This is an optimization exercise on Yosys and OpenROAD, whose aim is small area, a short achievable clock period and few clock cycles per item, not a production implementation. In this exercise RTL edits were held to simulation tests only and were not proved equivalent to the original. Power is estimated from default activity; no workload was simulated.

==> flow/design.v, too long to show whole: its modules and the start of the top module <==
// module mont_mul: 2248 lines
module mont_mul (
    input  wire         clk,
    input  wire         rst,
    input  wire         start,
    input  wire [1:0]   op,
    input  wire [259:0] a,
    input  wire [259:0] b,
    output wire         ready,
    output reg          done,
    output wire [259:0] result
);
  // ...
==> flow/flow/run.sh <==
#!/bin/bash
# Own layout flow: the standard flow, with two changes between synthesis
# and floorplan:
#  1. flow/polarity.py removes the inverters that Yosys' full-adder extraction
#     leaves between full adders (each full adder is built in the polarity
#     that needs no inverter; the netlist's registers are not touched);
#  2. ports are buffered with buf_1 cells instead of the default delay cell.
# Each tool's output goes to a log file of its own in this folder.
set -euo pipefail
R=orfs/results/${FLOW_PLATFORM}/mont_mul/base
LIB=${FLOW_HOME}/platforms/${FLOW_PLATFORM}/lib/sky130_fd_sc_hd__tt_025C_1v80.lib

bash standard.sh synth > synth.log 2>&1
cp ${R}/1_2_yosys.v ${R}/1_2_yosys_std.v
python3 flow/polarity.py ${R}/1_2_yosys_std.v ${R}/1_2_yosys.v ${LIB} > polarity.log 2>&1
rm -f ${R}/1_synth.odb
BUFFER_PORTS_ARGS="-buffer_cell sky130_fd_sc_hd__buf_1" bash standard.sh finish > layout.log 2>&1
==> flow/flow/polarity.py <==
#!/usr/bin/env python3
"""Removes inverters between full adders of a synthesized netlist.

A full adder is self-dual: FA(~a, ~b, ~c) = (~s, ~co). Every full adder may
therefore be built in either polarity. This pass drops all inverters, picks
a polarity per full adder by local search so that as few nets as possible
are needed in both polarities, and adds one inverter per net that still is.
Registers and all other cells are kept as they are.

usage: polarity.py IN.v OUT.v LIBERTY
"""
import re, sys, collections

src, dst, lib = sys.argv[1], sys.argv[2], sys.argv[3]
text = open(src).read()

# output pins of each library cell
outpins = collections.defaultdict(set)
cell_area = {}
lt = open(lib).read()
for m in re.finditer(r'\bcell\s*\(\s*"?(\w+)"?\s*\)\s*\{', lt):
    start = m.end(); depth = 1; i = start
    while depth and i < len(lt):
        if lt[i] == '{': depth += 1
        elif lt[i] == '}': depth -= 1
        i += 1
    body = lt[start:i]
    am = re.search(r'\barea\s*:\s*([\d.]+)', body)
    if am: cell_area[m.group(1)] = float(am.group(1))
    for pm in re.finditer(r'\bpin\s*\(\s*"?(\w+)"?\s*\)\s*\{([^{}]*)', body):
        if re.search(r'direction\s*:\s*"?output', pm.group(2)):
            outpins[m.group(1)].add(pm.group(1))

mod_start = text.index('module ')
mod_end = text.rindex('endmodule')
body = text[mod_start:mod_end]
cell_re = re.compile(r'(?:\(\*[^*]*\*\)\s*)*\b(sky130_fd_sc_hd__\w+)\s+(\S+)\s*\((.*?)\);', re.S)
pin_re = re.compile(r'\.(\w+)\(\s*((?:[^()]|\([^()]*\))*?)\s*\)')

cells = []
spans = []
for m in cell_re.finditer(body):
    typ, name, pins = m.group(1), m.group(2), m.group(3)
    pl = [(p, n.strip()) for p, n in pin_re.findall(pins)]
    cells.append([typ, name, pl])
    spans.append((m.start(), m.end()))
assert not re.search(r'^\s*assign\b', body, re.M), 'assign statements not handled'

n_ha = 0

def is_inv(t): return re.match(r'sky130_fd_sc_hd__(clk)?inv_\d+$', t) is not None
def is_fa(t): return re.match(r'sky130_fd_sc_hd__fa_\d+$', t) is not None

driver = {}
loads = collections.defaultdict(list)
for ci, (t, n, pl) in enumerate(cells):
    for p, net in pl:
        if p in outpins[t]:
            assert net not in driver, net
            driver[net] = (ci, p)
        else:
            loads[net].append((ci, p))

# output ports
hdr = body[:body.index(');') + 2]
ports_out = set()
for m in re.finditer(r'^\s*output\s+(\[(\d+):(\d+)\]\s*)?(\w+)\s*;', body, re.M):
    if m.group(1):
        hi, lo = int(m.group(2)), int(m.group(3))
        for k in range(min(hi, lo), max(hi, lo) + 1): ports_out.add('%s[%d]' % (m.group(4), k))
    else:
        ports_out.add(m.group(4))

root_memo = {}
def root(net):
    if net in root_memo: return root_memo[net]
    d = driver.get(net)
    if d and is_inv(cells[d[0]][0]):
        inp = dict(cells[d[0]][2])['A']
        r, par = root(inp)
        res = (r, par ^ 1)
    else:
        res = (net, 0)
    root_memo[net] = res
    return res

fa_ids = [ci for ci, c in enumerate(cells) if is_fa(c[0])]
x = {ci: 0 for ci in fa_ids}
# gates whose output may be complemented by swapping to the complementary cell
PAIRS = [('and2', 'nand2'), ('or2', 'nor2'), ('and3', 'nand3'), ('or3', 'nor3'), ('and4', 'nand4'),
         ('or4', 'nor4'), ('a21o', 'a21oi'), ('o21a', 'o21ai'), ('a22o', 'a22oi'), ('o22a', 'o22ai'),
         ('a211o', 'a211oi'), ('o211a', 'o211ai'), ('a31o', 'a31oi'), ('o31a', 'o31ai'), ('a32o', 'a32oi'),
         ('o32a', 'o32ai'), ('a221o', 'a221oi'), ('o221a', 'o221ai'), ('xor2', 'xnor2'), ('xor3', 'xnor3'),
         ('mux2', 'mux2i'), ('or2b', 'nor2b'), ('and2b', 'nand2b'), ('a21bo', 'a21boi'), ('o21ba', 'o21bai'),
         ('a2bb2o', 'a2bb2oi'), ('o2bb2a', 'o2bb2ai'), ('a311o', 'a311oi'), ('o311a', 'o311ai'),
         ('a41o', 'a41oi'), ('o41a', 'o41ai'), ('a2111o', 'a2111oi'), ('o2111a', 'o2111ai')]
comp = {}
for p, q in PAIRS: comp[p] = q; comp[q] = p
area = dict(cell_area)
def comp_cell(t):
    m = re.match(r'sky130_fd_sc_hd__(\w+?)_(\d+)$', t)
    if not m or m.group(1) not in comp: return None
    c = comp[m.group(1)]
    for d in (m.group(2), '1', '2', '0', '4'):
        nm = 'sky130_fd_sc_hd__%s_%s' % (c, d)
        if nm in area and nm in outpins: return nm
    return None
gate_flip = {}
for ci, c in enumerate(cells):
    if is_fa(c[0]) or is_inv(c[0]): continue
    cc = comp_cell(c[0])
    if cc and len(outpins[c[0]]) == 1 and len(outpins[cc]) == 1:
        gate_flip[ci] = (cc, area[cc] - area[c[0]])
        x[ci] = 0
# demands: list of (root, base_par, fa_ci or None)
dem = collections.defaultdict(list)   # root -> list of (par, fa or None)
fa_in = collections.defaultdict(list) # fa -> roots it reads
for ci, (t, n, pl) in enumerate(cells):
    if is_inv(t): continue
    for p, net in pl:
        if p in outpins[t]: continue
        r, par = root(net)
        f = ci if is_fa(t) else None
        dem[r].append((par, f))
        if f is not None: fa_in[f].append(r)
for o in ports_out:
    if o in driver or o in root_memo or True:
        r, par = root(o)
        if (r, par) != (o, 0):
            dem[r].append((par, None))
# availability: root driven by a full adder output
src_fa = {}
for ci in fa_ids + list(gate_flip):
    for p, net in cells[ci][2]:
        if p in outpins[cells[ci][0]]:
            src_fa[net] = ci

def avail(r): return x[src_fa[r]] if r in src_fa else 0
def need(r):
    a = avail(r)
    for par, f in dem[r]:
        w = par ^ (x[f] if f is not None else 0)
        if w != a: return 1
    return 0

def affected(ci):
    s = set(fa_in[ci]) if ci in fa_in else set()
    for p, net in cells[ci][2]:
        if p in outpins[cells[ci][0]]: s.add(net)
    return s

INV = 3.75
def gcost(ci): return gate_flip[ci][1] if (ci in gate_flip and x[ci]) else 0.0
n_inv0 = sum(1 for c in cells if is_inv(c[0]))
cost0 = sum(need(r) for r in list(dem))
# exact start: parity union-find over net connections between flippable cells
flippable = set(fa_ids) | set(gate_flip)
parent = {ci: ci for ci in flippable}; rel = {ci: 0 for ci in flippable}
def find(a):
    if parent[a] == a: return a, 0
    r, p = find(parent[a]); parent[a] = r; rel[a] ^= p; return r, rel[a]
import sys as _s; _s.setrecursionlimit(100000)
bad = 0
for r in dem:
    if r not in src_fa: continue
    g = src_fa[r]
    for par, f in dem[r]:
        if f is None: continue
        # want: x[g] == par ^ x[f]
        ra, pa = find(g); rb, pb = find(f)
        if ra == rb:
            if (pa ^ pb) != par: bad += 1
        else:
            parent[rb] = ra; rel[rb] = pa ^ pb ^ par
for ci in flippable:
    r, p = find(ci); x[ci] = p
comps = collections.defaultdict(list)
for ci in flippable: comps[find(ci)[0]].append(ci)
def total():
    return INV * sum(need(r) for r in dem) + sum(gcost(ci) for ci in gate_flip)
for rt, members in comps.items():
    rs = set()
    for ci in members: rs |= affected(ci)
    c0 = INV * sum(need(r) for r in rs) + sum(gcost(ci) for ci in members)
    for ci in members: x[ci] ^= 1
    c1 = INV * sum(need(r) for r in rs) + sum(gcost(ci) for ci in members)
    if c1 >= c0:
        for ci in members: x[ci] ^= 1
sys.stderr.write('parity conflicts %d, components %d\n' % (bad, len(comps)))
changed = True; rounds = 0
while changed and rounds < 50:
    changed = False; rounds += 1
    for ci in fa_ids + list(gate_flip):
        rs = affected(ci)
        before = INV * sum(need(r) for r in rs) + gcost(ci)
        x[ci] ^= 1
        after = INV * sum(need(r) for r in rs) + gcost(ci)
        if after < before - 1e-9: changed = True
        else: x[ci] ^= 1
cost1 = sum(need(r) for r in list(dem))

# rebuild
newnet = {}
k = 0
new_inv = []
def phys(r, w):
    global k
    if w == avail(r): return r
    if r not in newnet:
        nm = '_pol%d_' % len(newnet)
        newnet[r] = nm
        new_inv.append((r, nm))
    return newnet[r]

out_cells = []
for ci, (t, n, pl) in enumerate(cells):
    if is_inv(t): continue
    conns = []
    t0 = t
    if ci in gate_flip and x[ci]:
        t = gate_flip[ci][0]
    for p, net in pl:
        if p in outpins[t0]:
            conns.append((list(outpins[t])[0] if ci in gate_flip and x[ci] else p, net))
        else:
            r, par = root(net)
            w = par ^ (x[ci] if is_fa(t) else 0)
            conns.append((p, phys(r, w)))
    out_cells.append((t, n, conns))
# output ports driven through inverters: drive them directly
extra = []
for o in sorted(ports_out):
    r, par = root(o)
    if (r, par) != (o, 0):
        extra.append(('sky130_fd_sc_hd__buf_1' if par == 0 else None, o, r, par))
for (r, nm) in new_inv:
    out_cells.append(('sky130_fd_sc_hd__inv_1', '_polinv%s' % nm[4:], [('A', r), ('Y', nm)]))
for t, o, r, par in extra:
    if par == 0:
        out_cells.append(('sky130_fd_sc_hd__buf_1', '_polbuf_%d' % len(out_cells), [('A', r), ('X', o)]))
    else:
        out_cells.append(('sky130_fd_sc_hd__inv_1', '_polpo_%d' % len(out_cells), [('A', phys(r, avail(r))), ('Y', o)]))

# declarations: keep everything before the first cell, add new wires
first = spans[0][0] if spans else len(body)
decl = body[:first]
rest_nonc = []
last = first
for (a, b) in spans:
    chunk = body[last:a]
    if chunk.strip(): rest_nonc.append(chunk)
    last = b
tail = body[last:]
out = [text[:mod_start], decl]
for r, nm in new_inv:
    out.append('  wire %s;\n' % nm)
for t, n, conns in out_cells:
    out.append('  %s %s (\n%s\n  );\n' % (t, n, ',\n'.join('    .%s(%s%s)' % (p, net, ' ' if net.startswith('\\') else '') for p, net in conns)))
for ch in rest_nonc:
    if re.search(r'\b(sky130_fd_sc_hd__)', ch): raise SystemExit('unparsed cell text')
    out.append(ch)
out.append(tail)
out.append(text[mod_end:])
open(dst, 'w').write(''.join(out))
sys.stderr.write('polarity: %d gates swapped; ' % sum(1 for ci in gate_flip if x[ci]) + 'polarity: %d full adders, %d flipped, inverters %d -> %d (nets needing both polarities %d -> %d), %d rounds\n'
                 % (len(fa_ids), sum(x[ci] for ci in fa_ids), n_inv0, len(new_inv) + sum(1 for e in extra if e[3]), cost0, cost1, rounds))
==> flow/standard.sh <==
#!/bin/bash
# synth_recipe.tcl (not shown) runs the flow's synth.tcl, then flattens the netlist and writes it again
# the make line also repeats each setting of config.mk as NAME=value (left out here)
make -C /OpenROAD-flow-scripts/flow DESIGN_CONFIG=/design/flow/config.mk WORK_HOME=/design/flow/orfs CLKGATE_MAP_FILE= SYNTH_SCRIPT=/design/flow/synth_recipe.tcl "${@:-finish}"
==> flow/config.mk <==
export PLATFORM = sky130hd
export DESIGN_NAME = mont_mul
export DESIGN_NICKNAME = mont_mul
export VERILOG_FILES = /design/flow/design.v
export SDC_FILE = /design/flow/constraint.sdc
export NUM_CORES = 4
export LEC_CHECK = 0
export CAP_MARGIN = 20
export CORE_MARGIN = 2
export CORE_UTILIZATION = 40
export SETUP_SLACK_MARGIN = 5
export SLEW_MARGIN = 20
==> flow/constraint.sdc <==
create_clock -name core_clock -period 9.0 [get_ports {clk}]
set_input_delay 1.8000 -clock core_clock [delete_from_list [all_inputs] [get_ports {clk}]]
set_output_delay 1.8000 -clock core_clock [all_outputs]
set_load 0.01 [all_outputs]
==> run_results.csv, run 1 <==
group,metric,value,unit
status,outcome,"finished clean",
grt,first_global_vias,70330,
finish,antenna_cells,6,
placement,port_buffers,786,
clocking,numCtsBuffers,139,
timing,setup_viol,0,
setup_path,crit_path_end,"pend$_SDFFE_PP0P_",
setup_path,critPathArrivalTime,5.69,ns
clocking,clk_pin_slew,0.06,ns
route,drtAntennaViolNets,0,
finish,seq_share,26.30,%
grt,grt_use_met3,8.832,%
grt,track_usage,33.45,%
finish,regMostFlops,"RS",
power,comb-power,32.0,mW
clocking,post_cts_buffers,186,
die,core,0.2089,mm2
finish,fin_util,49.30,%
power,powerClk,5.88,mW
finish,fin_area,0.1030,mm2
grt,grt_max_degree,221,
setup_path,path_buf_inv,3,
placement,finalWeightedCongestion,0.9971,
finish,largest_reg_flops,265,
timing,hold_slack,0.5676,ns
route,wl_met3,39880,um
timing,fin_skew,0.04375,ns
placement,post_dp_cell_area,0.08735,mm2
clocking,cts_hold_buf,0,
power,vdd_drop_max,0.3818,mV
setup_path,crit_chain,"fa_2 -> inv_1 -> nand2b_1 -> a21oi_1 -> o21ai_0 -> o21ai_0 -> nand3b_1 -> or4_4 -> nor4_4 -> nor4b_4 -> and3_4 -> a31o_4 -> inv_6 -> or4_4 -> inv_8 -> nor4_1",
Testbench counts, summed over its fixed seeds: cycles 38,033, items 384.
==> run 2: changes to the inputs <==
--- a/flow/design.v
+++ b/flow/design.v
@@ -20,7 +20,7 @@
     reg  [265:0] RS, RC;      
     reg  [16:0]  CR;          
     reg  [6:0]   cnt;
-    reg          run, first, active, sub, pend, p1, op_mul, ready_r, negl;
+    reg          run, first, active, sub, pend, p1, op_mul, ready_r, negl, settled;
     assign ready  = ready_r;
     assign result = RS[259:0];
     wire acc = start & ready_r;
@@ -2154,23 +2154,24 @@
     genvar g;
     generate
         for (g = 0; g < 16; g = g + 1) begin : blk
-            wire [16:0] t = {1'b0, RS[16*g +: 16]} + {1'b0, RC[16*g +: 16]} + {16'd0, CR[g]};
+            wire [16:0] t = {1'b0, RS[16*g +: 16]} + {1'b0, RC[16*g+15 : 16*g+1], RC[16*g] | CR[g]};
             assign bsum[16*g +: 16] = t[15:0];
             assign bcar[g+1] = t[16];
         end
     endgenerate
     assign bcar[0] = 1'b0;
-    assign bsum[260:256] = RS[260:256] + RC[260:256] + {4'd0, CR[16]};
+    assign bsum[260:256] = RS[260:256] + {RC[260:257], RC[256] | CR[16]};
     wire z  = ~|RC & ~|CR;
     wire zn = z | ~|bcar;
-    wire ge = (|bsum[260:253]) | (bsum[252] & ((|bsum[251:125]) | (bsum[124:0] >= LC)));
-    wire zr       = ~run & zn & ~negl;
-    wire p1_edge  = zr & active & p1;
+    wire ge = (|RS[260:253]) | (RS[252] & ((|RS[251:125]) | (RS[124:0] >= LC)));
+    wire p1_edge  = ~run & zn & active & p1;
+    wire zr       = ~run & settled & ~negl;
     wire fin_edge = zr & active & ~p1 & (sub | ~ge);
     wire neg_load = zr & active & ~p1 & ~sub & ge;
-    wire go       = zr & (fin_edge | ~active) & pend;    
+    wire go       = ((zr & (fin_edge | ~active)) | (~run & ~active & zn)) & pend;    
+    wire cvp1 = ~run & active & p1;
     wire [260:0] A_d = ready_r ? {1'b0, a} :
-                       p1_edge ? bsum :
+                       cvp1    ? bsum :
                        run     ? {4'd0, A[260:4]} : A;
     wire         xp_d = run & A[3];
     wire [3:0]   dd = A_d[3:0];
@@ -2189,7 +2190,7 @@
         bc <= bc_d;
         if (ready_r)
             B <= b;
-        else if (p1_edge | y_rr)
+        else if (cvp1 | y_rr)
             B <= RR;
         else if (y_one)
             B <= 260'd1;
@@ -2199,6 +2200,7 @@
             op_mul <= (op == OP_MUL);
         end
         negl <= ~rst & neg_load;
+        settled <= ~rst & ~run & zn & ~negl & ~neg_load & ~fin_edge;
         if (rst) begin
             run     <= 1'b0;
             first   <= 1'b0;
==> run 2 against run 1 <==
Effect of this change:
- still clean on timing, DRC and antenna
- clock skew fell by 0.011 ns
- fmax rose by 25%
- final cell count fell by 7.8%
- routed wire length fell by 9.4%
- combinational power fell by 19%
- clock power fell by 3%
- sequential power rose by 5.6%
- critical path type unchanged
- largest power group unchanged
==> run_results.csv, run 2 <==
group,metric,value,unit
status,outcome,"finished clean",
finish,nFillCells,19510,
grt,track_usage,31.47,%
clocking,clkSinkCount,1090,
die,initial_core_util,40.20,%
finish,area_delta_synth_final,12.23,%
finish,final_cell_mix,"nand2_1, buf_1, fa_1, a22oi_1, dfxtp_1",
timing,min_period,3.997,ns
setup_path,cp.depth,10,
finish,largest_reg_flops,265,
die,io_pins,787,
grt,grt_max_degree,194,
setup_path,r2r-start,"RC[17]$_DFF_P_",
clocking,cts_max_level,4,
finish,fin_area,0.09109,mm2
setup_path,critical_path.startpoint,"RC[17]$_DFF_P_",
timing,finalCritPeriodShare,44.42,%
setup_path,r2r-end,"cnt[3]$_SDFFE_PP0P_",
route,first_pass_iters,6,
setup_path,slowest_delay,0.71,ns
power,leakagePower,37.03,nW
setup_path,crit_type,"flip-flop to flip-flop",
die,rows,165,
timing,fmax,250.2,MHz
die,dieArea,0.2065,mm2
clocking,clk_pin_slew,0.06,ns
setup_path,path_buf_inv,2,
finish,nNetsFinal,10090,
timing,hold_slack,0.5051,ns
route,post_drt_wl_per_cell,29.48,um
placement,post_dp_cell_area,0.08467,mm2
setup_path,critical_path.top_delay_family,"simple AND/OR/NAND/NOR gates",
setup_path,crit_path_end,"cnt[3]$_SDFFE_PP0P_",
yosys,syn_area_per_cell,9.974,um2
clocking,cts.path.max_buffers,3,
yosys,ys_warn_count,1,
grt,first_global_vias,66330,
route,wl,332700,um
setup_path,slowest_stage,"nor4_4",
timing,slew_headroom,25.05,%
power,power_density,445.5,mW/mm2
timing,final.setup.tns,0,ns
grt,grt_pass1_wl,472000,um
clocking,insertion_delay,0.83,ns
die,die_h,454.4,um
route,drtAntennaViolNets,0,
placement,dpl.hpwl,247600,um
min_path,hp-class,"flip-flop to flip-flop",
die,fp.dieW,454.4,um
route,drcViolationCount,0,
setup_path,crit_path_max_fanout,7,
finish,final_common_cell,"nand2_1",
timing,drv_slew,0,
yosys,synthCells,8137,
setup_path,reg2reg_setup_slack,5.00,ns
clocking,numCtsBuffers,138,
clocking,root_buffer,"clkbuf_16",
yosys,netlist_area,0.08116,mm2
setup_path,critPathArrivalTime,4.70,ns
grt,antenna_found_initial,38,
power,vdd_drop_max,0.2910,mV
route,via_count,65760,
setup_path,crit_chain,"nor4_4 -> nand4_1 -> nor4_4 -> nand4_1 -> or4_2 -> inv_2 -> o21ai_2 -> a32o_4 -> clkinvlp_4 -> nor2_1",
placement,finalWeightedCongestion,0.9522,
timing,hold_viol,0,
finish,drive_above_1_share,8.325,%
run,drv_cap,0,
placement,port_buffers,786,
clocking,cts_tree,"yes",
die,core,0.2019,mm2
timing,fin_skew,0.03229,ns
route,drt-vias-per-instance,5.828,
setup_path,setup.worst_path.start_class,"flip-flop",
timing,setup_viol,0,
finish,regMostFlops,"RS",
power,p_total,40.58,mW
timing,rsz0062_at_grt,"true",
route,drt_iter0_drc,6327,
finish,fin_util,45.11,%
clocking,cts_hold_buf,0,
yosys,synth_fp_nets,9746,
grt,overflow,0,
setup_path,ff2ff_path_depth,10,
setup_path,crit_required,9.70,ns
setup_path,end_kind,"flip-flop",
finish,top_regs,"RS x265, RC x264, B x260",
timing,worstMarginPinSlew,1.124,ns
-- run 2: metrics by stage --
step	worst slack, ns	instances
finish	5.003	11280
detailed placement	3.270	10940
global route	4.914	11280
global placement	2.007	10930
CTS	4.989	11220
floorplan	5.101	8137
-- run 2: worst min-delay path by stage --
stage	startpoint	to	slack (ns)	depth (start not counted)
3_3_place_gp	settled$_DFF_P_	settled$_DFF_P_	0.50	2
4_1_cts	A[260]$_SDFFE_PP0P_	A[260]$_SDFFE_PP0P_	0.51	2
6_report	A[260]$_SDFFE_PP0P_	A[260]$_SDFFE_PP0P_	0.51	2
2_1_floorplan	run$_SDFF_PP0_	RS[264]$_DFF_P_	0.37	0
3_5_place_dp	A[260]$_SDFFE_PP0P_	A[260]$_SDFFE_PP0P_	0.50	2
5_1_grt	pend$_SDFFE_PP0P_	pend$_SDFFE_PP0P_	0.55	2
-- run 2: final cells by class --
class                      instances  area [um2]  area share [%]
antenna                           23       57.56         0.06319
clock buffer                     193        3834           4.209
clock inverter                    60       690.7          0.7582
inverter                         107       446.7          0.4904
multi-input combinational       6189       50950           55.94
sequential                      1090       27080           29.73
tap                             2672        3343           3.670
timing repair buffer             949        4678           5.136
timing repair inverter             1       7.507        0.008242
-- run 2: tightest hold or removal path: cells and delay by family (launching register included) --
family / cells / cell delay [ns]
flops: 1 / 0.31
simple gates: 2 / 0.15
-- run 2: power by group --
part / leakage [nW] / internal, mW / total, mW / switching [mW]
clock network: 2.20 / 3.28 / 5.71 / 2.43
registers: 10.2 / 6.73 / 9.03 / 2.30
logic: 24.6 / 10.3 / 25.8 / 15.6
-- run 2: per-layer routing --
metal	global-route usage (%)	part of all wire [%]	vias up
met5	0	0.028	-
met4	19.85	7.4	14
met3	5.564	7.2	761
met2	50.94	47	3062
met1	38.85	39	33030
li1	-	-	28900
-- run 2: timing repair --
item | 4_1_cts | 5_1_grt
buffers inserted | 26 | 37
endpoints found under the setup margin | 371 | 366
pin swaps | 23 | 57
gates cloned | 4 | 3
gates resized for setup | 148 | 107
endpoints found under the hold margin | 0 | 0
Testbench counts of run 2, summed over its fixed seeds: cycles 38,420, items 384.
==> run 3: changes to the inputs <==
--- a/flow/config.mk
+++ b/flow/config.mk
@@ -10,3 +10,4 @@
 export CORE_UTILIZATION = 40
 export SETUP_SLACK_MARGIN = 5
 export SLEW_MARGIN = 20
+export TNS_END_PERCENT = 10
==> run 3 against run 2 <==
Effect of this change:
- first-iteration DRC count up 7.0%
- utilization is 0.14 points lower
- non-clock buffer count rose by 8
- still clean on timing, DRC and antenna
- largest power group unchanged
- fmax fell by 3.0%
==> run_results.csv, run 3 <==
group,metric,value,unit
route,drcViolationCount,0,
placement,dpl.hpwl,249400,um
timing,worstMarginPinSlew,1.177,ns
finish,drive_above_1_share,8.074,%
placement,finalWeightedCongestion,0.9662,
min_path,whs_endpoint,"A[260]$_SDFFE_PP0P_",
finish,top_regs,"RS x265, RC x264, B x260",
yosys,syn_area_per_cell,9.974,um2
timing,slew_headroom,21.54,%
timing,fin_skew,0.04516,ns
timing,hold_viol,0,
clocking,cts.path.max_buffers,3,
power,power_density,444.1,mW/mm2
die,core,0.2019,mm2
finish,largest_reg_flops,265,
finish,final_cell_mix,"nand2_1, buf_1, fa_1, a22oi_1, dfxtp_1",
finish,nFillCells,19430,
timing,setup_viol,0,
grt,grt_max_degree,179,
clocking,clkSinkCount,1090,
timing,min_period,4.121,ns
clocking,cts_max_level,4,
run,drv_cap,0,
setup_path,crit_type,"flip-flop to flip-flop",
finish,regMostFlops,"RS",
yosys,synth_fp_nets,9746,
clocking,numCtsBuffers,138,
grt,antenna_found_initial,29,
grt,track_usage,31.34,%
setup_path,ff2ff_path_depth,6,
clocking,cts_hold_buf,0,
finish,area_delta_synth_final,11.88,%
route,via_count,65530,
route,first_pass_iters,6,
yosys,synthCells,8137,
status,outcome,"finished clean",
die,rows,165,
finish,final_common_cell,"nand2_1",
setup_path,r2r-end,"A[139]$_DFFE_PP_",
setup_path,critPathArrivalTime,4.82,ns
power,vdd_drop_max,0.2464,mV
setup_path,reg2reg_setup_slack,4.88,ns
route,drt-vias-per-instance,5.805,
clocking,cts_tree,"yes",
die,initial_core_util,40.20,%
power,leakagePower,36.99,nW
setup_path,end_kind,"flip-flop",
timing,hold_slack,0.5068,ns
die,die_h,454.4,um
finish,nNetsFinal,10090,
timing,finalCritPeriodShare,45.79,%
yosys,netlist_area,0.08116,mm2
timing,rsz0062_at_grt,"true",
setup_path,setup.worst_path.start_class,"flip-flop",
grt,grt_pass1_wl,468500,um
setup_path,r2r-start,"active$_SDFFE_PP0P_",
timing,drv_slew,0,
setup_path,crit_required,9.70,ns
route,wl,332800,um
die,dieArea,0.2065,mm2
setup_path,crit_path_max_fanout,84,
min_path,hp-start,"A[260]$_SDFFE_PP0P_",
clocking,clk_pin_slew,0.06,ns
min_path,holdPathStages,2,
route,drt_iter0_drc,6767,
yosys,ys_warn_count,1,
grt,first_global_vias,64850,
grt,overflow,0,
die,fp.dieW,454.4,um
timing,fmax,242.6,MHz
die,io_pins,787,
clocking,root_buffer,"clkbuf_16",
power,p_total,40.32,mW
timing,final.setup.tns,0,ns
route,drtAntennaViolNets,0,
min_path,hp-class,"flip-flop to flip-flop",
placement,port_buffers,786,
clocking,insertion_delay,0.83,ns
route,post_drt_wl_per_cell,29.48,um
## run 3: cell count changes in the layout (fill, tap and decap cells not counted), sizes merged
cell,before,now
clkinvlp,11,10
bufbuf,2,3
buf,943,951
inv,109,108
clkbuf,197,191
bufinv,10,6
a21oi,320,319
diode,23,20
clkinv,38,49
## run 3: area by class of cell
cell class                      instances  area, um2  share of cell area [%]
Tap cell                             2672       3343                   3.682
Inverter                              107      446.7                  0.4919
Timing Repair Buffer                  957       4633                   5.103
Clock buffer                          188       3856                   4.247
Antenna cell                           20      50.05                 0.05512
Multi-Input combinational cell       6188      50800                   55.94
Sequential cell                      1090      27080                   29.83
Clock inverter                         66      593.1                  0.6532
## run 3: worst max-delay path by stage
| stage | start | slack [ns] | cells after the start | to |
|---|---|---|---|---|
| 4_1_cts | first$_SDFFE_PP0P_ | 4.84 | 7 | RS[208]$_DFF_P_ |
| 3_5_place_dp | RC[3]$_SDFF_PN0_ | 3.23 | 15 | RS[0]$_DFF_P_ |
| 6_report | active$_SDFFE_PP0P_ | 4.88 | 6 | A[139]$_DFFE_PP_ |
| 5_1_grt | RC[0]$_DFF_P_ | 4.84 | 13 | RC[37]$_DFF_P_ |
| 3_3_place_gp | RC[3]$_SDFF_PN0_ | 2.00 | 10 | CR[12]$_SDFF_PP0_ |
| 2_1_floorplan | ready_r$_SDFF_PP1_ | 4.47 | 4 | A[100]$_DFFE_PP_ |
## run 3: stage by stage
step | setup WS [ns] | util [%] | instances | area, um2
floorplan | 4.467 | - | 8137 | 81170
global placement | 2.001 | 41.90 | 10940 | 84610
detailed placement | 3.226 | 41.94 | 10940 | 84690
CTS | 4.841 | 44.57 | 11230 | 90000
global route | 4.841 | 44.96 | 11280 | 90770
finish | 4.879 | 44.97 | 11290 | 90800
## run 3: where the power goes
group / switching (mW) / total, mW / internal [mW]
clock network: 2.44 / 5.64 / 3.19
registers: 2.32 / 9.05 / 6.73
logic: 15.4 / 25.6 / 10.2
total: 20.2 / 40.3 / 20.1
## run 3: worst max-delay path, cell delays in order (launching register included)
cell,delay (ns)
dfxtp_1,0.41
and2_2,0.88
buf_4,0.59
nand2_4,0.50
buf_12,0.41
o21ai_0,0.61
mux2_2,0.26
## run 3: layer usage
layer | GRT usage [%] | part of all wire (%) | wire, um
met4 | 18.16 | 6.8 | 22490
met5 | 0 | 0.012 | 41
met3 | 5.545 | 7.2 | 24080
met2 | 51.29 | 47 | 156800
met1 | 38.83 | 39 | 129400
## run 3: what timing repair did
action | CTS | global route
endpoints found under the setup margin | 406 | 441
gates cloned | 3 | 3
setup buffers | 33 | 32
resized for setup | 109 | 91
pin swaps | 21 | 51
==> run 4: changes to the inputs <==
--- a/flow/config.mk
+++ b/flow/config.mk
@@ -7,7 +7,6 @@
 export LEC_CHECK = 0
 export CAP_MARGIN = 20
 export CORE_MARGIN = 2
-export CORE_UTILIZATION = 40
+export CORE_UTILIZATION = 55
 export SETUP_SLACK_MARGIN = 5
 export SLEW_MARGIN = 20
-export TNS_END_PERCENT = 10
==> run 4 against run 3 <==
Effect of this change:
- register-to-register slack gained 0.11 ns
- power decreased by 0.75%
- sequential share of layout area increased by 0.35 points
- critical path type unchanged
==> run_results.csv, run 4 <==
group,metric,value,unit
status,outcome,"finished clean",
setup_path,ff2ff_path_depth,8,
finish,fin_area,0.08977,mm2
finish,largest_reg_flops,265,
placement,post_dp_cell_area,0.08363,mm2
setup_path,cp.depth,8,
finish,regMostFlops,"RS",
finish,area_delta_synth_final,10.61,%
die,fp.dieW,388.1,um
placement,dpl.hpwl,229400,um
die,rows,140,
setup_path,setup.worst_path.start_class,"flip-flop",
finish,nNetsFinal,10090,
die,die_h,388.1,um
timing,finalCritPeriodShare,44.53,%
power,vdd_drop_max,0.2590,mV
finish,final_cell_mix,"nand2_1, buf_1, fa_1, a22oi_1, dfxtp_1",
grt,track_usage,40.68,%
finish,nFillCells,12500,
timing,rsz0062_at_grt,"true",
timing,setup_viol,0,
clocking,root_buffer,"clkbuf_16",
route,first_pass_iters,6,
setup_path,crit_chain,"buf_4 -> buf_6 -> a22oi_1 -> xnor2_1 -> fa_1 -> fa_1 -> nand2_1 -> o21ai_0",
timing,hold_viol,0,
clocking,cts_max_level,4,
setup_path,end_kind,"flip-flop",
grt,first_global_vias,65570,
die,io_pins,787,
min_path,hp-class,"flip-flop to flip-flop",
timing,fin_skew,0.02848,ns
timing,worst_slack,4.993,ns
setup_path,crit_path_max_fanout,48,
setup_path,crit_type,"flip-flop to flip-flop",
route,via_count,65540,
setup_path,slowest_stage,"dfxtp_4",
finish,seqCellArea,0.02709,mm2
placement,finalWeightedCongestion,0.9742,
timing,worstMarginPinSlew,1.195,ns
run,drv_cap,0,
grt,grt_max_degree,181,
finish,top_regs,"RS x265, RC x264, B x260",
clocking,clkSinkCount,1090,
timing,fmax,249.5,MHz
grt,antenna_found_initial,16,
die,initial_core_util,55.55,%
timing,drv_slew,0,
timing,hold_slack,0.5060,ns
route,drcViolationCount,0,
clocking,clk_pin_slew,0.06,ns
finish,drive_above_1_share,8.325,%
clocking,cts.path.max_buffers,3,
timing,final.setup.tns,0,ns
die,dieArea,0.1507,mm2
clocking,cts_hold_buf,0,
yosys,synth_fp_nets,9746,
setup_path,reg2reg_setup_slack,4.99,ns
placement,place_ws,3.360,ns
clocking,cts_tree,"yes",
clocking,numCtsBuffers,134,
min_path,holdPathStages,2,
route,drt_iter0_drc,7216,
power,power_density,445.8,mW/mm2
grt,grt_pass1_wl,451100,um
timing,slew_headroom,20.36,%
yosys,synthCells,8137,
yosys,ys_warn_count,1,
route,drt-vias-per-instance,6.237,
power,leakagePower,36.90,nW
route,wl,310600,um
setup_path,critical_path.top_delay_family,"buffers and inverters",
setup_path,slowest_delay,0.88,ns
yosys,syn_area_per_cell,9.974,um2
setup_path,critPathArrivalTime,4.54,ns
yosys,netlist_area,0.08116,mm2
setup_path,cpMostUsedCell,"fa_1",
route,post_drt_wl_per_cell,29.55,um
finish,multi_input_area,0.05093,mm2
placement,port_buffers,786,
finish,final_common_cell,"nand2_1",
grt,overflow,0,
die,core,0.1461,mm2
clocking,insertion_delay,0.79,ns
setup_path,crit_required,9.53,ns
route,drtAntennaViolNets,0,
timing,min_period,4.007,ns
setup_path,path_buf_inv,2,
-- run 4: changes by cell type in the layout (fill, tap and decap cells not counted), sizes merged, moves of 2 or more --
cell,delta
bufbuf,-2
clkinv,-10
bufinv,+2
diode,-17
-- run 4: path summary, 6_finish.rpt --
path | startpoint | to
setup / recovery | bc[1]$_DFF_P_ | RS[212]$_DFF_P_
hold / removal | A[260]$_SDFFE_PP0P_ | A[260]$_SDFFE_PP0P_
setup reg to reg | bc[1]$_DFF_P_ | RS[212]$_DFF_P_
hold reg to reg | A[260]$_SDFFE_PP0P_ | A[260]$_SDFFE_PP0P_
-- run 4: area by class of cell --
type,instances,area share [%]
Multi-Input combinational cell,6189,56.74
Sequential cell,1090,30.17
Timing Repair Buffer,954,5.090
Clock buffer,191,4.237
Tap cell,1917,2.672
Clock inverter,58,0.5868
Inverter,107,0.4948
Antenna cell,3,0.008362
-- run 4: what timing repair did --
| item | CTS | global route |
|---|---|---|
| gates cloned | 1 | 2 |
| resized for setup | 161 | 84 |
| buffers inserted | 39 | 35 |
| setup endpoints to repair | 544 | 403 |
| pin swaps | 33 | 59 |
-- run 4: worst reg2reg max path, stage by stage, from the launching register on --
cell     delay (ns)
dfxtp_4        0.88
buf_4          0.55
buf_6          0.49
a22oi_1        0.27
xnor2_1        0.21
fa_1           0.56
fa_1           0.43
nand2_1        0.07
o21ai_0        0.30
-- run 4: stage by stage --
| step | utilization (%) | instances | total power [mW] |
|---|---|---|---|
| final | 61.45 | 10510 | 40.02 |
| after floorplan | - | 8137 | 25.05 |
| after CTS | 60.98 | 10470 | 39.40 |
| after global routing | 61.44 | 10510 | 43.07 |
| after global placement | 57.23 | 10180 | 32.59 |
| after detailed placement | 57.24 | 10180 | 32.96 |
-- run 4: metal layers --
metal  routed length [um]  share of wire (%)  vias to the layer above  global-route usage [%]
li1                     -                  -                    28890                       -
met3                31580                 10                      730                   10.73
met2               138300                 45                     3454                   62.89
met1               120900                 39                    32440                   52.35
met4                19720                6.4                       20                   21.63
met5                  119              0.038                        -                       0
-- run 4: report_power, final --
group | switching [mW] | internal, mW | total [mW]
Clock | 2.33 | 3.16 | 5.48
Combinational | 15.4 | 10.2 | 25.6
Sequential | 2.21 | 6.73 | 8.94
Total | 20.0 | 20.0 | 40.0
==> run 5: changes to the inputs <==
--- a/flow/config.mk
+++ b/flow/config.mk
@@ -7,6 +7,8 @@
 export LEC_CHECK = 0
 export CAP_MARGIN = 20
 export CORE_MARGIN = 2
-export CORE_UTILIZATION = 55
+export CORE_UTILIZATION = 40
+export CTS_BUF_LIST = sky130_fd_sc_hd__clkbuf_8
+export CTS_CLUSTER_SIZE = 30
 export SETUP_SLACK_MARGIN = 5
 export SLEW_MARGIN = 20
==> run 5 against run 4 <==
Effect of this change:
- via count is 1.3% higher
- sequential share of layout area is 0.39 points lower
- utilization is 16 points lower
- critical endpoint is now cnt[4]$_SDFFE_PP0P_
- area after synthesis stayed put
- largest power group unchanged
- sequential power is 1% higher
==> run_results.csv, run 5 <==
group,metric,value,unit
yosys,synth_fp_nets,9746,
finish,area_delta_synth_final,12.03,%
finish,final_cell_mix,"nand2_1, buf_1, fa_1, a22oi_1, dfxtp_1",
grt,grt_max_degree,194,
yosys,netlist_area,0.08116,mm2
setup_path,end_kind,"flip-flop",
setup_path,critical_path.startpoint,"RC[17]$_DFF_P_",
grt,track_usage,31.47,%
setup_path,setup.worst_path.start_class,"flip-flop",
power,power_frac_seq,22.5,%
placement,finalWeightedCongestion,0.9522,
finish,largest_reg_flops,265,
placement,dpl.hpwl,247600,um
power,p_sw,20.34,mW
power,leakagePower,37.35,nW
timing,rsz0062_at_grt,"true",
timing,fmax,249.6,MHz
clocking,clkSinkCount,1090,
grt,overflow,0,
yosys,ys_warn_count,1,
timing,fin_skew,0.08806,ns
timing,finalCritPeriodShare,44.51,%
timing,setup_viol,0,
timing,slew_headroom,24.42,%
timing,worstMarginPinSlew,1.134,ns
min_path,hp-class,"flip-flop to flip-flop",
clocking,cts_tree,"yes",
route,post_drt_wl_per_cell,29.20,um
run,drv_cap,0,
grt,first_global_vias,66790,
setup_path,crit_chain,"nor4_4 -> nand4_1 -> nor4_4 -> nand4_1 -> or4_2 -> inv_1 -> o21ai_2 -> a32o_4 -> clkinvlp_4 -> nor2_1",
finish,drive_above_1_share,9.100,%
timing,min_period,4.006,ns
route,drt-vias-per-instance,5.812,
setup_path,r2r-start,"RC[17]$_DFF_P_",
setup_path,crit_path_max_fanout,7,
die,io_pins,787,
route,drcViolationCount,0,
power,swShare,50.62,%
grt,antenna_found_initial,37,
power,power_density,441.9,mW/mm2
timing,drv_slew,0,
yosys,syn_area_per_cell,9.974,um2
setup_path,critPathArrivalTime,4.93,ns
power,p_int,19.84,mW
clocking,cts.path.max_buffers,3,
die,die_h,454.4,um
clocking,insertion_delay,1.06,ns
clocking,cts_hold_buf,0,
setup_path,r2r-end,"cnt[4]$_SDFFE_PP0P_",
clocking,numCtsBuffers,207,
die,initial_core_util,40.20,%
status,outcome,"finished clean",
setup_path,reg2reg_setup_slack,4.99,ns
route,drt_iter0_drc,6424,
yosys,synthCells,8137,
timing,hold_viol,0,
grt,grt_pass1_wl,471800,um
timing,hold_slack,0.5079,ns
die,core,0.2019,mm2
timing,final.setup.tns,0,ns
finish,fin_cells,11430,
route,via_count,66400,
route,wl,333700,um
power,p_clk_share,13.3,%
route,drtAntennaViolNets,0,
finish,final_common_cell,"nand2_1",
clocking,clk_pin_slew,0.06,ns
finish,top_regs,"RS x265, RC x264, B x260",
setup_path,crit_required,9.92,ns
finish,regMostFlops,"RS",
route,first_pass_iters,6,
setup_path,crit_path_end,"cnt[4]$_SDFFE_PP0P_",
setup_path,ff2ff_path_depth,10,
die,dieArea,0.2065,mm2
clocking,cts_max_level,4,
die,fp.dieW,454.4,um
setup_path,slowest_stage,"nor4_4",
die,rows,165,
power,combPwrFrac,64.2,%
finish,fin_util,45.03,%
setup_path,slowest_delay,0.67,ns
placement,port_buffers,786,
finish,nNetsFinal,10150,
setup_path,crit_type,"flip-flop to flip-flop",
placement,place_inst,10940,
power,vdd_drop_max,0.2520,mV
clocking,root_buffer,"clkbuf_8",
-- run 5: cell types whose count changed in the layout (fill, tap and decap cells not counted), moves of 8 or more --
cell / change
diode_2: +26
inv_1: +78
buf_12: +8
clkbuf_1: -39
clkbuf_8: +235
clkbuf_16: -136
buf_4: -15
-- run 5: final cells by class --
class	count	area [um2]
Fill cell	19580	111000
Multi-Input combinational cell	6189	50930
Sequential cell	1090	27080
Timing Repair Buffer	946	4636
Clock buffer	248	3413
Tap cell	2672	3343
Clock inverter	145	1005
Inverter	107	446.7
Antenna cell	29	72.57
-- run 5: worst min-delay path by stage --
stage,from,depth (start not counted),slack (ns),to
after floorplan,run$_SDFF_PP0_,0,0.37,RS[264]$_DFF_P_
after global placement,settled$_DFF_P_,2,0.50,settled$_DFF_P_
after detailed placement,A[260]$_SDFFE_PP0P_,2,0.50,A[260]$_SDFFE_PP0P_
after CTS,A[260]$_SDFFE_PP0P_,2,0.51,A[260]$_SDFFE_PP0P_
after global routing,pend$_SDFFE_PP0P_,2,0.55,pend$_SDFFE_PP0P_
final,A[260]$_SDFFE_PP0P_,2,0.51,A[260]$_SDFFE_PP0P_
-- run 5: per-layer routing --
metal | share of wire [%] | routed length (um) | global-route usage (%) | vias up
met5 | 0.037 | 124 | 0 | -
met4 | 7.6 | 25290 | 21.32 | 18
met2 | 46 | 154200 | 50.16 | 3186
met3 | 7.8 | 26150 | 6.485 | 828
met1 | 38 | 127900 | 38.33 | 33280
li1 | - | - | - | 29090
-- run 5: critical path: cells and delay by family (launching register included) --
family          cells  cell delay [ns]
simple gates        6             2.45
flops               1             0.59
compound gates      2             0.46
buf+inv             2             0.38
-- run 5: stage by stage --
step                      area, um2  setup slack (ns)  total power, mW
after global placement        84580             2.007            32.96
after CTS                     90000             4.948            39.60
after global routing          90910             4.917            43.32
after floorplan               81180             5.101            25.05
after detailed placement      84670             3.270            33.38
final                         90930             4.994            40.18
-- run 5: power by group through the flow --
stage	Sequential, mW	Combinational (mW)	Clock [mW]
finish	9.03	25.8	5.34
detailed placement	9.06	24.3	0
global route	9.12	28.6	5.60
global placement	9.06	23.9	0
CTS	8.96	25.2	5.39
floorplan	7.69	17.4	0
-- run 5: repair_timing --
| item | in CTS | in global routing |
|---|---|---|
| gates cloned | 1 | 4 |
| gates resized for setup | 148 | 86 |
| endpoints found under the setup margin | 371 | 352 |
| buffers inserted | 26 | 35 |
| pin swaps | 20 | 52 |
==> run 6: changes to the inputs <==
==> flow/config.mk (replaced) <==
export PLATFORM = sky130hd
export DESIGN_NAME = mont_mul
export DESIGN_NICKNAME = mont_mul
export VERILOG_FILES = /design/flow/design.v
export SDC_FILE = /design/flow/constraint.sdc
export NUM_CORES = 4
export LEC_CHECK = 0
export ABC_AREA = 1
export CAP_MARGIN = 20
export CORE_MARGIN = 2
export CORE_UTILIZATION = 40
export SETUP_SLACK_MARGIN = 5
export SLEW_MARGIN = 20
==> run 6 against run 5 <==
Effect of this change:
- still clean on timing, DRC and antenna
- sequential power decreased by 5.1%
- non-clock buffer count decreased by 83
- first-iteration DRC count decreased by 2.8%
- via count increased by 3.7%
- worst setup slack improved by 0.075 ns
- utilization decreased by 0.78 points
- sequential share of layout area increased by 0.068 points
- global-route usage decreased by 2.2 points
==> run_results.csv, run 6 <==
group,metric,value,unit
status,outcome,"finished clean",
die,rows,166,
timing,hold_viol,0,
grt,grt_pass1_wl,458200,um
finish,drive_above_1_share,4.645,%
finish,fin_cells,12430,
yosys,ys_warn_count,1,
timing,finalCritPeriodShare,43.68,%
timing,setup_viol,0,
clocking,root_buffer,"clkbuf_16",
setup_path,crit_required,9.68,ns
setup_path,critPathArrivalTime,4.61,ns
finish,top_regs,"RS x265, RC x264, B x260",
grt,grt_max_degree,179,
yosys,syn_area_per_cell,8.829,um2
grt,overflow,0,
timing,drv_slew,0,
run,drv_cap,0,
route,drtAntennaViolNets,0,
route,drt_iter0_drc,6246,
setup_path,crit_path_max_fanout,10,
power,leakagePower,40.17,nW
yosys,netlist_area,0.08242,mm2
timing,fmax,254.4,MHz
route,via_count,68890,
clocking,clkSinkCount,1090,
setup_path,crit_type,"flip-flop to flip-flop",
die,die_h,457.9,um
yosys,synth_fp_nets,10940,
route,post_drt_wl_per_cell,25.16,um
finish,largest_reg_flops,265,
die,dieArea,0.2097,mm2
clocking,cts.path.max_buffers,3,
finish,nNetsFinal,11220,
timing,rsz0062_at_grt,"false",
timing,slew_headroom,20.27,%
finish,regMostFlops,"RS",
clocking,insertion_delay,0.83,ns
grt,first_global_vias,69840,
grt,track_usage,29.26,%
timing,min_period,3.931,ns
placement,place_inst,12140,
power,vdd_drop_max,0.4120,mV
placement,finalWeightedCongestion,0.9545,
finish,area_delta_synth_final,9.974,%
timing,final.setup.tns,0,ns
power,power_density,491.4,mW/mm2
clocking,numCtsBuffers,137,
placement,place_ws,4.047,ns
setup_path,end_kind,"flip-flop",
route,drt-vias-per-instance,5.543,
route,drcViolationCount,0,
finish,final_common_cell,"nand2_1",
yosys,synthCells,9335,
clocking,clk_pin_slew,0.06,ns
setup_path,setup.worst_path.start_class,"flip-flop",
timing,worstMarginPinSlew,1.196,ns
route,wl,312600,um
die,io_pins,787,
grt,antenna_found_initial,20,
finish,final_cell_mix,"nand2_1, buf_1, inv_1, fa_1, nor2_1",
clocking,cts_tree,"yes",
die,core,0.2048,mm2
timing,fin_skew,0.04793,ns
placement,port_buffers,786,
timing,hold_slack,0.4958,ns
die,fp.dieW,457.9,um
timing,worst_slack,5.069,ns
die,initial_core_util,40.24,%
clocking,cts_max_level,4,
route,first_pass_iters,6,
min_path,hp-class,"flip-flop to flip-flop",
placement,dpl.hpwl,232100,um
run 6: timing repair:
item | 4_1_cts | 5_1_grt
endpoints found under the setup margin | 470 | 255
cloned | 3 | 0
pin swaps | 3 | 0
buffers inserted | 13 | 3
gates resized for setup | 32 | 29
hold buffers | 0 | 0
run 6: final timing paths:
check / startpoint / end / slack (ns) / cells after the start
min reg2reg: pend$_SDFFE_PP0P_ / pend$_SDFFE_PP0P_ / 0.50 / 2
max: RC[59]$_SDFF_PN0_ / CR[10]$_SDFF_PP0_ / 5.07 / 10
min: pend$_SDFFE_PP0P_ / pend$_SDFFE_PP0P_ / 0.50 / 2
max reg2reg: RC[59]$_SDFF_PN0_ / CR[10]$_SDFF_PP0_ / 5.07 / 10
run 6: worst max-delay path: stages, from the launching register on:
cell      delay, ns
dfxtp_1        0.37
nor2_1         0.74
nand4_1        0.27
nand3b_1       0.44
nor2_1         0.39
nand2_1        0.17
nor2_1         0.12
nand3_1        0.25
nand2_4        0.47
buf_4          0.39
a21oi_1        0.14
run 6: cell type report:
| type | instances | area (um2) |
|---|---|---|
| diodes | 9 | 22.52 |
| clock buffers | 199 | 3951 |
| clock inverters | 56 | 655.6 |
| fillers | 20210 | 114200 |
| inverters | 720 | 2786 |
| multi-input cells | 6802 | 49050 |
| flip-flops and latches | 1090 | 27050 |
| well taps | 2688 | 3363 |
| repair buffers | 863 | 3741 |
| repair inverters | 1 | 7.507 |
run 6: power breakdown:
part           total [mW]  switching [mW]  internal, mW
sequential           8.57            1.69          6.87
clock                5.79            2.45          3.34
combinational        30.2            19.0          11.2
run 6: through the flow:
| stage | area [um2] | utilization [%] | total power [mW] |
|---|---|---|---|
| floorplan | 82430 | - | 29.04 |
| global placement | 85650 | 41.82 | 37.56 |
| detailed placement | 85650 | 41.82 | 38.21 |
| CTS | 90490 | 44.18 | 44.45 |
| global route | 90630 | 44.26 | 48.71 |
| finish | 90640 | 44.26 | 44.54 |
run 6: layer usage:
layer | routed length (um) | vias up | share of wire (%) | GRT usage [%]
met4 | 24640 | 10 | 7.9 | 19.81
met3 | 23690 | 725 | 7.6 | 5.760
met2 | 140900 | 2976 | 45 | 46.13
met1 | 123400 | 33890 | 39 | 36.28
met5 | 60 | - | 0.019 | 0
li1 | - | 31290 | - | -
==> run 7: changes to the inputs <==
==> flow/flow/run.sh (replaced) <==
#!/bin/bash
# Own layout flow: the standard flow, with these changes
# (1 and 2 between synthesis and floorplan):
#  1. flow/polarity.py removes the inverters that Yosys' full-adder extraction
#     leaves between full adders (each full adder is built in the polarity
#     that needs no inverter; the netlist's registers are not touched);
#  2. ports are buffered with buf_1 cells instead of the default delay cell;
#  3. timing repair aims at a setup slack of 6 ns (the period is unchanged).
# Each tool's output goes to a log file of its own in this folder.
set -euo pipefail
R=orfs/results/${FLOW_PLATFORM}/mont_mul/base
LIB=${FLOW_HOME}/platforms/${FLOW_PLATFORM}/lib/sky130_fd_sc_hd__tt_025C_1v80.lib

bash standard.sh synth > synth.log 2>&1
cp ${R}/1_2_yosys.v ${R}/1_2_yosys_std.v
python3 flow/polarity.py ${R}/1_2_yosys_std.v ${R}/1_2_yosys.v ${LIB} > polarity.log 2>&1
rm -f ${R}/1_synth.odb
bash standard.sh "BUFFER_PORTS_ARGS=-buffer_cell sky130_fd_sc_hd__buf_1" SETUP_SLACK_MARGIN=6 finish > layout.log 2>&1
--- a/flow/config.mk
+++ b/flow/config.mk
@@ -5,7 +5,6 @@
 export SDC_FILE = /design/flow/constraint.sdc
 export NUM_CORES = 4
 export LEC_CHECK = 0
-export ABC_AREA = 1
 export CAP_MARGIN = 20
 export CORE_MARGIN = 2
 export CORE_UTILIZATION = 40
==> run 7 against run 6 <==
Effect of this change:
- still clean
- worst hold slack improved by 0.015 ns
- die area decreased by 1.5%
- combinational power increased by 13%
- clock power decreased by 1%
- critical path depth increased by 2
- clock skew increased by 0.018 ns
- final cell count decreased by 4.8%
- routed wire length increased by 17%
- sequential power increased by 7.8%
- non-clock buffer count increased by 627
==> run_results.csv, run 7 <==
group,metric,value,unit
setup_path,end_kind,"flip-flop",
route,drt-vias-per-instance,5.901,
power,power_density,473.6,mW/mm2
clocking,cts_max_level,4,
setup_path,slowest_stage,"nor4_4",
setup_path,critical_path.top_delay_family,"simple AND/OR/NAND/NOR gates",
setup_path,crit_path_max_fanout,5,
setup_path,path_buf_inv,3,
timing,min_period,3.929,ns
placement,dpl.hpwl,243000,um
route,via_count,69820,
power,vdd_drop_max,0.4293,mV
clocking,cts_tree,"yes",
yosys,synth_fp_nets,9746,
timing,final.setup.tns,0,ns
setup_path,slowest_delay,0.68,ns
die,die_h,454.4,um
yosys,syn_area_per_cell,9.974,um2
route,drtAntennaViolNets,0,
grt,antenna_found_initial,39,
placement,finalWeightedCongestion,0.9425,
status,outcome,"finished clean",
clocking,clk_pin_slew,0.06,ns
timing,worst_slack,5.071,ns
setup_path,crit_required,9.54,ns
die,initial_core_util,40.20,%
setup_path,setup.worst_path.start_class,"flip-flop",
die,core,0.2019,mm2
route,drcViolationCount,0,
die,io_pins,787,
min_path,hp-class,"flip-flop to flip-flop",
setup_path,crit_chain,"inv_6 -> ha_4 -> buf_6 -> nor4b_4 -> nand4_1 -> nor4_4 -> nand4_1 -> or4_4 -> inv_4 -> nor2_2 -> o22ai_2 -> and2_1",
placement,port_buffers,786,
timing,hold_viol,0,
route,wl,365100,um
timing,finalCritPeriodShare,43.66,%
timing,slew_headroom,30.48,%
route,post_drt_wl_per_cell,30.85,um
grt,track_usage,33.88,%
finish,final_common_cell,"nand2_1",
grt,grt_pass1_wl,504200,um
die,dieArea,0.2065,mm2
timing,setup_viol,0,
finish,fin_cells,11830,
placement,place_inst,10920,
clocking,clkSinkCount,1090,
finish,largest_reg_flops,265,
finish,drive_above_1_share,25.27,%
clocking,insertion_delay,0.85,ns
yosys,ys_warn_count,1,
grt,grt_max_degree,185,
grt,overflow,0,
yosys,netlist_area,0.08116,mm2
timing,drv_slew,0,
finish,area_delta_synth_final,27.50,%
timing,fmax,254.5,MHz
die,rows,165,
route,first_pass_iters,8,
power,leakagePower,42.46,nW
timing,worstMarginPinSlew,1.043,ns
finish,nFillCells,18050,
timing,rsz0062_at_grt,"true",
clocking,cts.path.max_buffers,3,
setup_path,crit_type,"flip-flop to flip-flop",
setup_path,reg2reg_setup_slack,5.07,ns
placement,place_ws,3.593,ns
timing,fin_skew,0.06612,ns
setup_path,cpMostUsedCell,"nand4_1",
finish,regMostFlops,"RS",
finish,fin_util,51.25,%
route,drt_iter0_drc,7459,
power,p_total,49.00,mW
finish,top_regs,"RS x265, RC x264, B x260",
grt,first_global_vias,69640,
run,drv_cap,0,
clocking,numCtsBuffers,136,
clocking,cts_hold_buf,0,
finish,nNetsFinal,10630,
setup_path,critPathArrivalTime,4.47,ns
finish,final_cell_mix,"nand2_1, a22oi_1, fa_1, buf_1, edfxtp_1",
clocking,root_buffer,"clkbuf_16",
yosys,synthCells,8137,
die,fp.dieW,454.4,um
-- run 7: cell types whose count changed in the layout (fill, tap and decap cells not counted), sizes merged, moves of 155 or more --
| cell | delta |
|---|---|
| a21oi | -163 |
| a22oi | +521 |
| and2 | -155 |
| buf | +608 |
| inv | -613 |
| nand2 | -700 |
| nand3 | -178 |
| nor2 | -403 |
| nor2b | +173 |
| o21ai | +227 |
| o22ai | -513 |
| xnor2 | +194 |
-- run 7: path summary, 6_finish.rpt --
kind                             from                   to  cells past startpoint
setup / recovery        RC[1]$_DFF_P_     p1$_SDFFCE_PN0P_                     12
setup reg to reg        RC[1]$_DFF_P_     p1$_SDFFCE_PN0P_                     12
hold / removal    A[260]$_SDFFE_PP0P_  A[260]$_SDFFE_PP0P_                      2
hold reg to reg   A[260]$_SDFFE_PP0P_  A[260]$_SDFFE_PP0P_                      2
-- run 7: timing repair --
action	in CTS	in global routing
pin swaps	321	258
endpoints found under the setup margin	1501	938
resized for setup	1953	378
buffers inserted	472	123
cloned	31	12
-- run 7: stage by stage --
stage	hold slack (ns)	cell area, um2
finish	0.5108	103500
global route	0.5355	103500
CTS	0.5136	100600
detailed placement	0.5057	85240
global placement	0.4966	85190
floorplan	0.3724	82110
-- run 7: area by class of cell --
class | instances | area, um2 | share of cell area (%)
inverter | 107 | 488.0 | 0.4716
clock buffer | 195 | 3882 | 3.752
multi-input combinational | 6193 | 54550 | 52.72
timing repair inverter | 4 | 33.78 | 0.03265
clock inverter | 57 | 610.6 | 0.5901
sequential | 1090 | 28070 | 27.13
timing repair buffer | 1490 | 12440 | 12.02
tap | 2672 | 3343 | 3.231
antenna | 24 | 60.06 | 0.05804
-- run 7: tightest hold or removal path: stages, from the launching register on --
cell and delay, ns:
dfxtp_1 0.31, nor2_1 0.10, nor4_1 0.05
-- run 7: where the power goes --
group / internal [mW] / leakage, nW / switching, mW
clock network: 3.23 / 2.19 / 2.49
registers: 7.11 / 10.4 / 2.13
logic: 15.2 / 29.9 / 18.9
-- run 7: metal layers --
layer  routed length, um  global-route usage [%]
met1              136300                   41.25
met2              163100                   52.42
met3               33260                   8.085
met4               32350                   24.64
met5                  88                       0

==> static timing again, ports no longer ideal <==
Ports are ideal in the flow. The routed layouts listed here were re-timed in OpenROAD.
Step 1 (the two cells are an assumption about what drives the block):
set clk [get_ports {clk}]
set_driving_cell -lib_cell sky130_fd_sc_hd__clkbuf_16 $clk
set_driving_cell -lib_cell sky130_fd_sc_hd__buf_2 [delete_from_list [all_inputs] $clk]
Step 2 also shifts input and output timing later by t, the mid clock arrival at the registers, as if the neighbouring blocks saw the same clock.
a / b / c = ideal / step 1 / step 2; a / b = the first two.
run	shift t [ns]	setup WS [ns]	worst setup path after step 2	worst register clock-pin slew, ns	worst data-port slew with drivers (ns)
run 1	0.921	4.003 / 4.003 / 4.003	register to register	0.07 / 0.07	0.19
run 2	0.897	5.003 / 5.003 / 5.003	register to register	0.07 / 0.07	0.28
run 3	0.901	4.879 / 4.879 / 4.879	register to register	0.07 / 0.07	0.22
run 4	0.871	4.993 / 4.954 / 4.993	register to register	0.07 / 0.07	0.24
run 5	1.103	4.994 / 4.980 / 4.994	register to register	0.09 / 0.09	0.26
run 6	0.901	5.069 / 5.014 / 5.069	register to register	0.07 / 0.07	0.24
run 7	0.913	5.071 / 5.071 / 5.071	register to register	0.07 / 0.07	0.28
After both steps every run listed still meets setup and hold.
